Context: an optimization exercise on an open-source flow, tuned for small area, a short achievable clock period and few clock cycles. The choices shown serve that exercise and are no tape-out recipe. At most, simulation tests tie the RTL to the original design; equivalence was not proved. Power figures rest on the tool's default switching activity, not on a simulated workload.

== before ==
## cic_core
module cic_core (
    input  wire        clk,
    input  wire        rst,
    input  wire        start,
    input  wire        region_pal,
    input  wire        abort_req,
    input  wire [7:0]  seed,
    input  wire [47:0] checksum,    
    input  wire        pif_clk,
    input  wire        pif_din,
    output wire        drive_low,
    output wire        ready,
    output wire        busy,
    output wire        lockup,
    output reg  [1:0]  outcome
);
==> flow/config.mk <==
export PLATFORM = sky130hd
export DESIGN_NAME = cic_core
export DESIGN_NICKNAME = cic_core
export VERILOG_FILES = /design/flow/design.v
export SDC_FILE = /design/flow/constraint.sdc
export NUM_CORES = 4
export LEC_CHECK = 0
export ABC_CLOCK_PERIOD_IN_PS = 2500
export CAP_MARGIN = 20
export CORE_MARGIN = 2
export CORE_UTILIZATION = 50
export CTS_CLUSTER_DIAMETER = 70
export CTS_CLUSTER_SIZE = 24
export PLACE_DENSITY = 0.6
export SETUP_SLACK_MARGIN = 4.5
export SLEW_MARGIN = 20
==> flow/constraint.sdc <==
create_clock -name core_clock -period 7.0 [get_ports {clk}]
set_input_delay 1.4000 -clock core_clock [delete_from_list [all_inputs] [get_ports {clk}]]
set_output_delay 1.4000 -clock core_clock [all_outputs]
set_load 0.01 [all_outputs]
standard.sh (not shown) runs the stock make flow with config.mk's settings and CLKGATE_MAP_FILE= SYNTH_SCRIPT=/design/flow/synth_recipe.tcl, a recipe that flattens the netlist after the stock synthesis.
==> flow/flow/run.sh <==
#!/bin/bash
# The standard layout, with the port buffers made of buf_1 cells (which
# the resizer may size up) instead of the default delay-buffer cell.
set -euo pipefail
export BUFFER_PORTS_ARGS="-buffer_cell sky130_fd_sc_hd__buf_1"
bash standard.sh > standard_flow.log 2>&1
before ended with every stage complete and zero timing, DRC or antenna violations.
diff inputs: before => after
--- a/flow/design.v
+++ b/flow/design.v
@@ -165,47 +165,46 @@
         end
     endfunction
     wire [4:0] v2_tab [0:31];
     genvar gi;
     generate
         for (gi = 0; gi < 32; gi = gi + 1) begin : g_v2
             assign v2_tab[gi] = v2_step2(gi / 16, gi % 16);
         end
     endgenerate
     wire [4:0] v2_f   = v2_tab[{vcy, vt}];
     wire [3:0] v2_out = v2_f[3:0];
     wire [3:0] n1  = cx + m1 + 4'd1;
-    wire [3:0] n2  = ~(cx + m1 + m2 + 4'd2);   
+    wire [3:0] n2  = ~(n1 + m2 + 4'd1);
     wire [4:0] s23 = {1'b0, m2} + {1'b0, m3} + 5'd1;
     wire       cc  = s23[4];
     wire [3:0] n3  = cc ? (m2 + {m3[2:0], 1'b1}) : s23[3:0];
     wire [3:0] a3  = cc ? n3 : m3;
     wire [3:0] n4  = qa3 + m4;
     wire [3:0] n5a = qa3 + m4 + m5;
     wire [3:0] n5b = {~m4[3], m4[2:0]} + (m4[3] ? 4'd0 : m5);
     wire [3:0] n5  = qcc ? n5b : n5a;
     wire [3:0] n6  = (qcc ? m5 : {~m5[3], m5[2:0]}) + ((~qcc & m5[3]) ? 4'd0 : m6) + {3'd0, qcc};
     wire [3:0] a6  = qcc ? n6 : m6;
     wire [3:0] n7  = qa6 + m7  + 4'd1;
     wire [3:0] n8  = n7  + m8  + 4'd1;
     wire [3:0] n9  = m8  + m9  + 4'd1;
     wire [3:0] n10 = n9  + m10 + 4'd1;
     wire [3:0] n11 = m10 + m11 + 4'd1;
     wire [3:0] n12 = n11 + m12 + 4'd1;
     wire [3:0] n13 = m12 + m13 + 4'd1;
     wire [3:0] n14 = n13 + m14 + 4'd1;
     wire [3:0] n15 = m14 + m15 + 4'd1;
     wire       rnd_end = vh & ~vg;            
     wire [3:0] ptr_next = rgn ? ptr - 4'd1 : ptr + 4'd1;
-    wire       ptr_last = rgn ? (ptr == 4'd1) : (ptr == 4'd15);    
     wire       v2s1     = fall_q & (bc == 2'd3) & (seg == G_V2R);
     always @(posedge clk) begin
         v2s2 <= v2s1;
         sm_shift <= (fall & (bc == 2'd3) & (seg == G_V2T)) | v2s1;
         if (sm_shift) begin
             sm <= {v2_out, sm[119:4]};
         end else begin
             if (seg == G_HELLO) begin
                 sm[15:12] <= 4'd15;                         
                 sm[11:8]  <= 4'd0;
                 sm[7:4]   <= seed[7:4] + seed[3:0] + 4'd1;   
                 sm[3:0]   <= seed[7:4];                      
@@ -375,25 +374,25 @@
                                 act    <= 1'b1;
                             end
                             2'b10: seg <= G_V2A;
                             2'b11: seg <= G_ACK;
                             default: begin
                                 seg     <= G_LOCK;
                                 lock_r  <= 1'b1;
                                 rdy     <= 1'b0;
                                 outcome <= OUT_LOCKUP;
                             end
                         endcase
                     end
-                    G_CMPB: if (bc[0] && ptr_last) begin
+                    G_CMPB: if (bc[0] && ptr_next == 4'd0) begin
                         bc <= 2'd0;
                         if (abort_req) begin
                             seg     <= G_IDLE;
                             busy_r  <= 1'b0;
                             rdy     <= 1'b0;
                             outcome <= OUT_ABORTED;
                         end else begin
                             seg <= G_CMD;
                         end
                     end
                     G_V2A: if (bc == 2'd3) begin
                         nc <= nc + 5'd1;
Notes after the runs:
- When the final numbers for before and after were put side by side, the static leakage power turned out to be greater in before.
- The final reports for after and before show longest individual stage delay on the worst path higher in the former.
- End of the critical path = bc[1]$_DFFE_PN_: after; end of the critical path = m2[3]$_SDFFE_PP0P_: before
- before has higher power than after.
- Worst-case vdd ir drop came out higher on after than on before.
- Setup slack (after over before): increase, 0.12 ns
- The lower post-synthesis instance area came out of after.
- In terms of worst hold-check slack, after and before differ only marginally.
- The via count of after was inferior to that of before.
- before reached the final stage; the timing, DRC and antenna checks on its layout passed.
- after: done, clean on timing, DRC and antenna
- [compare] base=before new=after: multi-input combinational area share did not really move, share of total power in combinational logic up 0.2 points, met3 track demand over resource grew by 0.55 points.
- Diff before -> after | area of the die | down slightly
Testbench counts of after, summed over its fixed seeds: cycles 47,175.
Only the layout flow was run in before; the RTL was not checked for function there.

========
Another version of the RTL of cic_core (not shown whole).
For scale: roughly 1,200 cells after synthesis, ~220 flip-flops, roughly 69 I/O pins, roughly 13,000 sq um of cells after synthesis.
Settings: LEC_CHECK=0, ABC_CLOCK_PERIOD_IN_PS=2500, CAP_MARGIN=20, CORE_MARGIN=2, CORE_UTILIZATION=50, CTS_CLUSTER_DIAMETER=70, CTS_CLUSTER_SIZE=24, PLACE_DENSITY=0.6, SETUP_SLACK_MARGIN=4.5, SLEW_MARGIN=20; clock period 7.0 ns.
==> flow/flow/run.sh <==
#!/bin/bash
# The standard layout, with the port buffers made of buf_2 cells (which
# the resizer may size up) instead of the default delay-buffer cell.
set -euo pipefail
export BUFFER_PORTS_ARGS="-buffer_cell sky130_fd_sc_hd__buf_2"
bash standard.sh > standard_flow.log 2>&1
The first run finished with timing, DRC and antenna clean.
Then changed:
--- a/flow/design.v
+++ b/flow/design.v
@@ -147,32 +147,49 @@
             4'd9:  ckx = checksum[39:36];
             4'd10: ckx = checksum[43:40];
             default: ckx = checksum[47:44];
         endcase
     end
     wire [3:0] v2_a1 = va ^ {~rsh[0], 3'b000};
     wire [3:0] v2_a2 = v2_a1 + {~v2_a1[1], 2'b00};
     wire [3:0] v2_t  = v2_a2 + rsh;
-    wire [3:0] v2_u  = (vcy ? vt : vt + 4'd7) + vt;
-    wire [4:0] v2_w  = {1'b0, v2_u} + {1'b0, vt} + {4'd0, vcy};
-    wire [3:0] v2_out = ~v2_w[3:0];
+    function [4:0] v2_step2;
+        input       cy;
+        input [3:0] t;
+        reg   [3:0] u;
+        reg   [4:0] w;
+        begin
+            u = (cy ? t : t + 4'd7) + t;
+            w = {1'b0, u} + {1'b0, t} + {4'd0, cy};
+            v2_step2 = {w[4], ~w[3:0]};
+        end
+    endfunction
+    wire [4:0] v2_tab [0:31];
+    genvar gi;
+    generate
+        for (gi = 0; gi < 32; gi = gi + 1) begin : g_v2
+            assign v2_tab[gi] = v2_step2(gi / 16, gi % 16);
+        end
+    endgenerate
+    wire [4:0] v2_f   = v2_tab[{vcy, vt}];
+    wire [3:0] v2_out = v2_f[3:0];
     wire [3:0] n1  = cx + m1 + 4'd1;
     wire [3:0] n2  = ~(n1 + m2 + 4'd1);
     wire [4:0] s23 = {1'b0, m2} + {1'b0, m3} + 5'd1;
     wire       cc  = s23[4];
     wire [3:0] n3  = cc ? (m2 + {m3[2:0], 1'b1}) : s23[3:0];
     wire [3:0] a3  = cc ? n3 : m3;
     wire [3:0] n4  = qa3 + m4;
     wire [3:0] n5a = qa3 + m4 + m5;
     wire [3:0] n5b = {~m4[3], m4[2:0]} + (m4[3] ? 4'd0 : m5);
     wire [3:0] n5  = qcc ? n5b : n5a;
     wire [3:0] n6  = (qcc ? m5 : {~m5[3], m5[2:0]}) + ((~qcc & m5[3]) ? 4'd0 : m6) + {3'd0, qcc};
     wire [3:0] n7a = m6 + m7 + 4'd1;
-    wire [3:0] n7b = n6 + m7 + 4'd1;
+    wire [3:0] n7b = m5 + m6 + m7 + 4'd2;     
     wire [3:0] n7  = qcc ? n7b : n7a;
     wire [3:0] n8  = m7  + m8  + 4'd1;
     wire [3:0] n9  = n8  + m9  + 4'd1;
     wire [3:0] n10 = m9  + m10 + 4'd1;
     wire [3:0] n11 = n10 + m11 + 4'd1;
     wire [3:0] n12 = m11 + m12 + 4'd1;
     wire [3:0] n13 = n12 + m13 + 4'd1;
     wire [3:0] n14 = m13 + m14 + 4'd1;
@@ -209,17 +226,17 @@
             if (rnd_end)
                 sm[31:28] <= (m7 == 4'd0) ? 4'd1 : m7;
             else if (rise && seg == G_CMPB && bc[0])
                 sm[31:28] <= ptr_next;
             if (seg == G_V2A)
                 sm[119:116] <= 4'd5;
         end
         if (v2s2)
-            vcy <= v2_w[4];
+            vcy <= v2_f[4];
         else if (seg == G_V2A)
             vcy <= 1'b1;
         if (v2s1)
             vt <= v2_t;
         else if (seg == G_SEED)
             vt <= 4'd15;
         else if (seg == G_CK)
             vt <= ckx;
What happened: Routed wire length shrinks by a few percent. Via count drops slightly. Fmax rises by a little under a tenth. Sequential power barely changes. Non-clock buffer count goes down by 27. Total power decreases by a few percent. Core utilization fell by 1.6 points. Cell area falls by a few percent. Clock power falls by a few percent. Global-route usage goes down by 0.61 points. Sequential cell count is unchanged. Cell count drops by a few percent.
No functional check of the RTL was part of any run of this note.

========
cic_core, a different RTL version from the one above (not shown whole).
Size in the first run: roughly 1200 cells after synthesis, ~240 flip-flops, about 0.013 sq mm of cells after synthesis.
==> flow/config.mk <==
export PLATFORM = sky130hd
export DESIGN_NAME = cic_core
export DESIGN_NICKNAME = cic_core
export VERILOG_FILES = /design/flow/design.v
export SDC_FILE = /design/flow/constraint.sdc
export NUM_CORES = 4
export LEC_CHECK = 0
export CAP_MARGIN = 20
export CORE_MARGIN = 2
export CORE_UTILIZATION = 30
export PLACE_DENSITY = 0.5
export SLEW_MARGIN = 20
==> flow/constraint.sdc <==
create_clock -name core_clock -period 7.0 [get_ports {clk}]
set_input_delay 1.4000 -clock core_clock [delete_from_list [all_inputs] [get_ports {clk}]]
set_output_delay 1.4000 -clock core_clock [all_outputs]
set_load 0.01 [all_outputs]
run.sh (not shown) runs the stock make flow with config.mk's settings and CLKGATE_MAP_FILE= SYNTH_SCRIPT=/design/flow/synth_recipe.tcl, a recipe that flattens the netlist after the stock synthesis.
Stock flow here: none of the scripts above is used.
Testbench counts at the start, summed over its fixed seeds: cycles 46,608.
Next try:
--- a/flow/design.v
+++ b/flow/design.v
@@ -69,20 +69,21 @@
     reg  [119:0] sm;        
     reg  [3:0]   va;        
     reg          vcy;       
     reg  [3:0]   ptr;       
     reg  [1:0]   rnd;
     reg          cfirst;    
     reg          act0;      
     reg  [3:0]   cx;        
     reg  [3:0]   p6;        
     reg          v1, v2, v3;    
+    reg          fall_q;    
     wire fall, rise;
     cic_xfer u_xfer (
         .clk     (clk),
         .rst     (rst),
         .rdy     (rdy),
         .pif_clk (pif_clk),
         .fall    (fall),
         .rise    (rise)
     );
     assign ready     = rdy;
@@ -173,69 +174,69 @@
     wire [3:0] n8  = n7  + m8  + 4'd1;
     wire [3:0] n9  = n8  + m9  + 4'd1;
     wire [3:0] n10 = m9  + m10 + 4'd1;
     wire [3:0] n11 = n10 + m11 + 4'd1;
     wire [3:0] n12 = n11 + m12 + 4'd1;
     wire [3:0] n13 = m12 + m13 + 4'd1;
     wire [3:0] n14 = n13 + m14 + 4'd1;
     wire [3:0] n15 = n14 + m15 + 4'd1;
     wire       rnd_end = v3 & ~v2;            
     wire [3:0] ptr_next = rgn ? ptr - 4'd1 : ptr + 4'd1;
-    wire       nib_end  = rise & (bc == 2'd3);
-    wire       sm_shift = nib_end & ((seg == G_V2R) | (seg == G_V2T));
+    wire       sm_shift = fall_q & (bc == 2'd3) & ((seg == G_V2R) | (seg == G_V2T));
     always @(posedge clk) begin
         if (sm_shift) begin
             sm  <= {v2_out, sm[119:4]};
             va  <= v2_out;
             vcy <= v2_w[4];
         end else if (seg == G_V2A) begin
             va  <= 4'd5;
             vcy <= 1'b1;
         end
         if (fall)
             rsh <= {rsh[2:0], pif_din};
+        fall_q <= fall;
         if (seg == G_HELLO) begin
             r1 <= seed[7:4];
             r2 <= seed[7:4];
         end else if (seg == G_CK0) begin
             r1 <= 4'd0;
             r2 <= 4'd0;
             r3 <= 4'd0;
             r4 <= 4'd0;
-        end else if (rise && (seg == G_SEED || seg == G_CK)) begin
+        end else if (fall_q && (seg == G_SEED || seg == G_CK)) begin
             case (bc)
                 2'd0: r1 <= r1 + 4'd1 + encx;
                 2'd1: if (seg == G_CK) r2 <= r2 + 4'd1 + r1;
                 2'd2: r3 <= r3 + 4'd1 + r2;
                 default: begin
                     if (seg == G_SEED) r2 <= r2 + 4'd1 + r1;
                     r4 <= r4 + 4'd1 + r3;
                 end
             endcase
         end
-        if (nib_end && seg == G_CK && nc[3:0] == 4'd15) begin
+        if (seg == G_INIT && !nc[0]) begin
             m1  <= rgn ? TABLE_PAL[4*17 +: 4] : TABLE_NTSC[4*17 +: 4];
             m2  <= rgn ? TABLE_PAL[4*18 +: 4] : TABLE_NTSC[4*18 +: 4];
             m3  <= rgn ? TABLE_PAL[4*19 +: 4] : TABLE_NTSC[4*19 +: 4];
             m4  <= rgn ? TABLE_PAL[4*20 +: 4] : TABLE_NTSC[4*20 +: 4];
             m5  <= rgn ? TABLE_PAL[4*21 +: 4] : TABLE_NTSC[4*21 +: 4];
             m6  <= rgn ? TABLE_PAL[4*22 +: 4] : TABLE_NTSC[4*22 +: 4];
             m7  <= rgn ? TABLE_PAL[4*23 +: 4] : TABLE_NTSC[4*23 +: 4];
             m8  <= rgn ? TABLE_PAL[4*24 +: 4] : TABLE_NTSC[4*24 +: 4];
             m9  <= rgn ? TABLE_PAL[4*25 +: 4] : TABLE_NTSC[4*25 +: 4];
             m10 <= rgn ? TABLE_PAL[4*26 +: 4] : TABLE_NTSC[4*26 +: 4];
             m11 <= rgn ? TABLE_PAL[4*27 +: 4] : TABLE_NTSC[4*27 +: 4];
             m12 <= rgn ? TABLE_PAL[4*28 +: 4] : TABLE_NTSC[4*28 +: 4];
             m13 <= rgn ? TABLE_PAL[4*29 +: 4] : TABLE_NTSC[4*29 +: 4];
             m14 <= rgn ? TABLE_PAL[4*30 +: 4] : TABLE_NTSC[4*30 +: 4];
             m15 <= rgn ? TABLE_PAL[4*31 +: 4] : TABLE_NTSC[4*31 +: 4];
-        end else if (nib_end && seg == G_INIT && nc[0]) begin
+        end else if (fall_q && seg == G_INIT && nc[0] && bc == 2'd3) begin
             m1 <= rsh;                           
         end else if (seg == G_CMPC) begin
             if (g0) begin
                 m1 <= n1;  m2 <= n2;  m3 <= n3;
                 m4 <= n4;  m5 <= n5;  m6 <= n6;
             end
             if (v1) begin m7  <= n7;  m8  <= n8;  m9  <= n9;  end
             if (v2) begin m10 <= n10; m11 <= n11; m12 <= n12; end
             if (v3) begin m13 <= n13; m14 <= n14; m15 <= n15; end
         end
Effect: Clock skew is lower by 0.016 ns; power is higher by 4.3%; area after synthesis barely changes; wire length is higher by 0.81%; design area hardly moves.
Testbench counts after the change, summed over its fixed seeds: cycles 46,608.

[re-timing with driven ports]
The flow's constraints put no driver on any port. The routed layouts listed below were extracted and timed again, unchanged, in two steps.
Step 1 (the two cells are an assumption about what drives the block):
set clk [get_ports {clk}]
set_driving_cell -lib_cell sky130_fd_sc_hd__clkbuf_16 $clk
set_driving_cell -lib_cell sky130_fd_sc_hd__buf_2 [delete_from_list [all_inputs] $clk]
Step 2 also shifts input and output timing later by t, the mid clock arrival at the registers, as if the neighbouring blocks saw the same clock.
a / b / c = no drivers / after step 1 / after step 2; a / b = the first two.
run | t, ns | setup WS [ns] | pins driven straight from the clock port
before | 0.545 | 4.386 / 4.386 / 4.048 | 1
after | 0.530 | 4.507 / 4.507 / 4.062 | 1
the first run of note 2 | 0.540 | 4.210 / 4.210 / 4.053 | 1
the second run of note 2 | 0.543 | 4.436 / 4.436 / 4.105 | 1
the first run of note 3 | 0.607 | 2.968 / 2.998 / 2.392 | 1
the second run of note 3 | 0.606 | 3.214 / 3.214 / 2.754 | 1
After both steps setup and hold are still met in every run listed. For the first run of note 3, which loses most, drivers alone change the setup slack by +0.030 ns; drivers and shift together by -0.576 ns.
